This is an optimization exercise on Yosys and OpenROAD, whose aim is small area, a short achievable clock period and few clock cycles, not a production implementation.

## onyx
==> flow/design.v <==
module rtb_arith (
    input  wire        clk,
    input  wire        rst,
    input  wire        in_valid,
    output wire        in_ready,
    input  wire [1:0]  op,
    input  wire [31:0] a,
    input  wire [31:0] b,
    output wire        out_valid,
    output wire [31:0] result,
    output wire        fits
);
    reg        rdy, ov, fit_q;
    reg        s_div, s_mul, s_pre, s_post, first;
    reg        is_f, neg;
    reg        big;         
    reg [4:0]  cnt;
    reg [31:0] d;
    reg [31:0] r;
    reg [31:0] q;
    assign in_ready  = rdy;
    assign out_valid = ov;
    assign result    = q;
    assign fits      = fit_q;
    wire [33:0] w   = {r, q[31:30]};
    wire [35:0] x   = {{2{s_mul & w[33]}}, w};
    wire [35:0] t1  = x - {4'b0000, d};
    wire [35:0] t2  = x - {3'b000, d, 1'b0};
    wire [35:0] c3s = x ^ {4'b1111, ~d} ^ {3'b111, ~d, 1'b1};
    wire [35:0] c3c = (x & {4'b1111, ~d}) | (x & {3'b111, ~d, 1'b1})
                    | ({4'b1111, ~d} & {3'b111, ~d, 1'b1});
    wire [36:0] t3c = {c3s, 1'b1} + {c3c[34:0], 1'b1, 1'b1};    
    wire [35:0] t3  = t3c[36:1];
    wire        g1  = ~t1[35];
    wire        g2  = ~t2[35];
    wire        g3  = ~t3[35];
    wire [1:0]  qd  = {g2, g3 | (g1 & ~g2)};
    wire        s3  = s_mul ? (q[1:0] == 2'd3) : g3;
    wire        s2  = s_mul ? (q[1:0] == 2'd2) : (g2 & ~g3);
    wire        s1  = s_mul ? (q[1:0] == 2'd1) : (g1 & ~g2);
    wire        s0  = s_mul ? (q[1:0] == 2'd0) : ~g1;
    wire [35:0] ts  = ({36{s3}} & t3) | ({36{s2}} & t2) | ({36{s1}} & t1) | ({36{s0}} & x);
    wire        qb  = g1;    
    wire skip16 = s_div & ~is_f & first & (q[31:16] < d[15:0]);
    wire [31:0] qneg = ~q + 32'd1;
    wire        last = (cnt == 5'd1);
    wire        nofit = is_f & first & (qb | big);
    reg [31:0] q_e, r_e;       
    always @* begin
        q_e = {q[15:0], 16'd0};
        r_e = {16'd0, q[31:16]};
        if (rdy) begin
            case (op)
                2'd0: begin q_e = 32'd0;        r_e = {2'b00, a[26:0], 3'd0}; end
                2'd1: begin q_e = {7'b1100000, a[23:0], 1'b0}; r_e = 32'hF7FF_FFFF; end
                2'd2: begin q_e = a;            r_e = 32'd0; end
                default: begin q_e = 32'd0;     r_e = 32'd0; end
            endcase
        end else if (s_pre | s_post) begin
            q_e = qneg;
            r_e = 32'd0;
        end
    end
    wire        step = ~rdy & ~s_pre & ~s_post & ~skip16;
    wire [31:0] r_n  = ~step ? r_e : s_mul ? ts[35:4] : ts[31:0];
    wire [31:0] q_n  = ~step ? q_e
                     : (s_mul & last) ? ~ts[33:2]
                     : s_mul ? {ts[3:2], 2'b00, q[29:2]}
                     : {q[29:0], qd & ~{2{nofit}}};
    always @(posedge clk) begin
        q  <= q_n;
        r  <= r_n;
        if (rst) begin
            rdy    <= 1'b1;
            ov     <= 1'b0;
            s_div  <= 1'b0;
            s_mul  <= 1'b0;
            s_pre  <= 1'b0;
            s_post <= 1'b0;
        end else begin
            ov <= 1'b0;
            if (rdy && in_valid) begin
                rdy   <= 1'b0;
                fit_q <= 1'b0;
                first <= 1'b1;
                is_f  <= (op == 2'd0);
                neg   <= 1'b0;
                big   <= |a[31:27];
                case (op)
                    2'd0: begin
                        d   <= b;
                        cnt <= 5'd13;
                        s_div <= 1'b1;
                    end
                    2'd1: begin
                        d     <= b;
                        cnt   <= 5'd15;
                        s_mul <= 1'b1;
                    end
                    2'd2: begin
                        d   <= {16'd0, b[15:0]};
                        neg <= a[31];
                        cnt <= 5'd16;
                        if (a[31]) s_pre <= 1'b1;
                        else       s_div <= 1'b1;
                    end
                    default: begin
                        rdy <= 1'b1;
                        ov  <= 1'b1;
                    end
                endcase
            end
            if (s_pre) begin
                s_pre <= 1'b0;
                s_div <= 1'b1;
            end
            if (s_div) begin
                cnt   <= cnt - 5'd1;
                first <= 1'b0;
                if (skip16) begin
                    cnt <= 5'd8;
                end else if (nofit) begin
                    s_div <= 1'b0;
                    rdy   <= 1'b1;
                    ov    <= 1'b1;
                end else if (last) begin
                    s_div <= 1'b0;
                    fit_q <= is_f;
                    if (neg)
                        s_post <= 1'b1;
                    else begin
                        rdy <= 1'b1;
                        ov  <= 1'b1;
                    end
                end
            end
            if (s_post) begin
                s_post <= 1'b0;
                rdy    <= 1'b1;
                ov     <= 1'b1;
            end
            if (s_mul) begin
                cnt <= cnt - 5'd1;
                if (last) begin
                    s_mul <= 1'b0;
                    rdy   <= 1'b1;
                    ov    <= 1'b1;
                end
            end
        end
    end
endmodule
make LEC_CHECK=0 CAP_MARGIN=20 CORE_MARGIN=2 CORE_UTILIZATION=40 PLACE_DENSITY=0.6 SETUP_SLACK_MARGIN=5 SLEW_MARGIN=20 finish   # period 10.0 ns
run.sh (not shown) runs the stock make flow with config.mk's settings and CLKGATE_MAP_FILE= SYNTH_SCRIPT=/design/flow/synth_recipe.tcl, a recipe that flattens the netlist after the stock synthesis.
Edits applied to the flow inputs when going from onyx to violet:
==> flow/design.v <==
module rtb_arith (
    input  wire        clk,
    input  wire        rst,
    input  wire        in_valid,
    output wire        in_ready,
    input  wire [1:0]  op,
    input  wire [31:0] a,
    input  wire [31:0] b,
    output wire        out_valid,
    output wire [31:0] result,
    output wire        fits
);
    reg        rdy, ov, fit_q;
    reg        s_div, s_mul, s_pre, s_post, first;
    reg        is_f, neg;
    reg        big;         
    reg [4:0]  cnt;
    reg [31:0] d;
    reg [31:0] r;
    reg [31:0] q;
    assign in_ready  = rdy;
    assign out_valid = ov;
    assign result    = q;
    assign fits      = fit_q;
    wire [33:0] w   = {r, q[31:30]};
    wire [35:0] x   = {{2{s_mul & w[33]}}, w};
    wire [35:0] t1  = x - {4'b0000, d};
    wire [35:0] t2  = x - {3'b000, d, 1'b0};
    wire [35:0] c3s = x ^ {4'b1111, ~d} ^ {3'b111, ~d, 1'b1};
    wire [35:0] c3c = (x & {4'b1111, ~d}) | (x & {3'b111, ~d, 1'b1})
                    | ({4'b1111, ~d} & {3'b111, ~d, 1'b1});
    wire [36:0] t3c = {c3s, 1'b1} + {c3c[34:0], 1'b1, 1'b1};    
    wire [35:0] t3  = t3c[36:1];
    wire        g1  = ~t1[35];
    wire        g2  = ~t2[35];
    wire        g3  = ~t3[35];
    wire [1:0]  qd  = g3 ? 2'd3 : g2 ? 2'd2 : g1 ? 2'd1 : 2'd0;
    wire [1:0]  k   = s_mul ? q[1:0] : qd;
    wire [35:0] ts  = (k == 2'd3) ? t3 : (k == 2'd2) ? t2 : (k == 2'd1) ? t1 : x;
    wire        qb  = g1;    
    wire skip16 = ~is_f & first & (q[31:16] < d[15:0]);
    wire [31:0] qneg = ~q + 32'd1;
    wire        last = (cnt == 5'd1);
    reg [31:0] q_n, r_n;
    always @* begin
        q_n  = {q[29:0], qd};
        r_n  = ts[31:0];
        if (rdy) begin
            case (op)
                2'd0: begin q_n = 32'd0;        r_n = {2'b00, a[26:0], 3'd0}; end
                2'd1: begin q_n = {7'b1100000, a[23:0], 1'b0}; r_n = 32'hF7FF_FFFF; end
                2'd2: begin q_n = a;            r_n = 32'd0; end
                default: begin q_n = 32'd0;     r_n = 32'd0; end
            endcase
        end else if (s_pre | s_post) begin
            q_n = qneg;
            r_n = 32'd0;
        end else if (s_mul) begin
            q_n = last ? ~ts[33:2] : {ts[3:2], 2'b00, q[29:2]};
            r_n = ts[35:4];
        end else if (skip16) begin
            r_n = {16'd0, q[31:16]};
            q_n = {q[15:0], 16'd0};
        end else if (is_f & first & (qb | big)) begin
            q_n = 32'd0;
        end
    end
    always @(posedge clk) begin
        q  <= q_n;
        r  <= r_n;
        if (rst) begin
            rdy    <= 1'b1;
            ov     <= 1'b0;
            s_div  <= 1'b0;
            s_mul  <= 1'b0;
            s_pre  <= 1'b0;
            s_post <= 1'b0;
        end else begin
            ov <= 1'b0;
            if (rdy && in_valid) begin
                rdy   <= 1'b0;
                fit_q <= 1'b0;
                first <= 1'b1;
                is_f  <= (op == 2'd0);
                neg   <= 1'b0;
                big   <= |a[31:27];
                case (op)
                    2'd0: begin
                        d   <= b;
                        cnt <= 5'd13;
                        s_div <= 1'b1;
                    end
                    2'd1: begin
                        d     <= b;
                        cnt   <= 5'd15;
                        s_mul <= 1'b1;
                    end
                    2'd2: begin
                        d   <= {16'd0, b[15:0]};
                        neg <= a[31];
                        cnt <= 5'd16;
                        if (a[31]) s_pre <= 1'b1;
                        else       s_div <= 1'b1;
                    end
                    default: begin
                        rdy <= 1'b1;
                        ov  <= 1'b1;
                    end
                endcase
            end
            if (s_pre) begin
                s_pre <= 1'b0;
                s_div <= 1'b1;
            end
            if (s_div) begin
                cnt   <= cnt - 5'd1;
                first <= 1'b0;
                if (skip16) begin
                    cnt <= 5'd8;
                end else if (is_f && first && (qb || big)) begin
                    s_div <= 1'b0;
                    rdy   <= 1'b1;
                    ov    <= 1'b1;
                end else if (last) begin
                    s_div <= 1'b0;
                    fit_q <= is_f;
                    if (neg)
                        s_post <= 1'b1;
                    else begin
                        rdy <= 1'b1;
                        ov  <= 1'b1;
                    end
                end
            end
            if (s_post) begin
                s_post <= 1'b0;
                rdy    <= 1'b1;
                ov     <= 1'b1;
            end
            if (s_mul) begin
                cnt <= cnt - 5'd1;
                if (last) begin
                    s_mul <= 1'b0;
                    rdy   <= 1'b1;
                    ov    <= 1'b1;
                end
            end
        end
    end
endmodule
Notes after the runs:
Diff onyx -> violet | maximum achievable frequency | decrease of about 1.8%
The global-route usage of violet is higher than that of onyx.
Between onyx and violet, fraction of area in clock buffers and inverters is lower for onyx, violet comes in above that.
violet ended up with r[22]$_DFF_P_ as its worst setup path endpoint; onyx ended up with r[19]$_DFF_P_.
Diff onyx..violet | fraction of standard cell area that is sequential | negligible
The final non-filler cell total on onyx is in line with that on violet.
onyx has lower cell depth of the worst setup path than violet.
Going from onyx to violet, post-detailed-placement half-perimeter wirelength saw a decrease, sequential fraction of the synthesis area now sits at about the same level.
The number of cells produced by synthesis of violet and that of onyx are within noise of each other.
No functional check of the RTL was part of any run of this note.

==> afterwards: timing with drivers on the ports <==
No port has a modelled driver above. Below, the same layouts with a new extraction and two added sets of constraints. Step 1 assumes that a clkbuf_16 drives the clock port and a buf_2 every other input. Step 2 adds t to the input delays and takes it off the output delays; t is the mean of the earliest and latest rising clock arrival at the registers after step 1. Input paths then give back, and output paths get back, about the clock's delay inside the block. a / b / c = no drivers / after step 1 / after step 2; a / b = the first two.
| run | shift t [ns] | slack for setup (ns) | worst setup path at the end | clock arrival spread, ns | slew at the worst register clock pin (ns) |
|---|---|---|---|---|---|
| onyx | 0.443 | 5.219 / 5.219 / 4.993 | input to register | 0.023 / 0.023 | 0.10 / 0.10 |
| violet | 0.442 | 5.133 / 5.133 / 5.133 | register to register | 0.024 / 0.024 | 0.10 / 0.10 |
After both steps setup and hold are still met in every run listed. For onyx, which loses most, drivers alone change the setup slack by 0.000 ns; drivers and shift together by -0.226 ns.
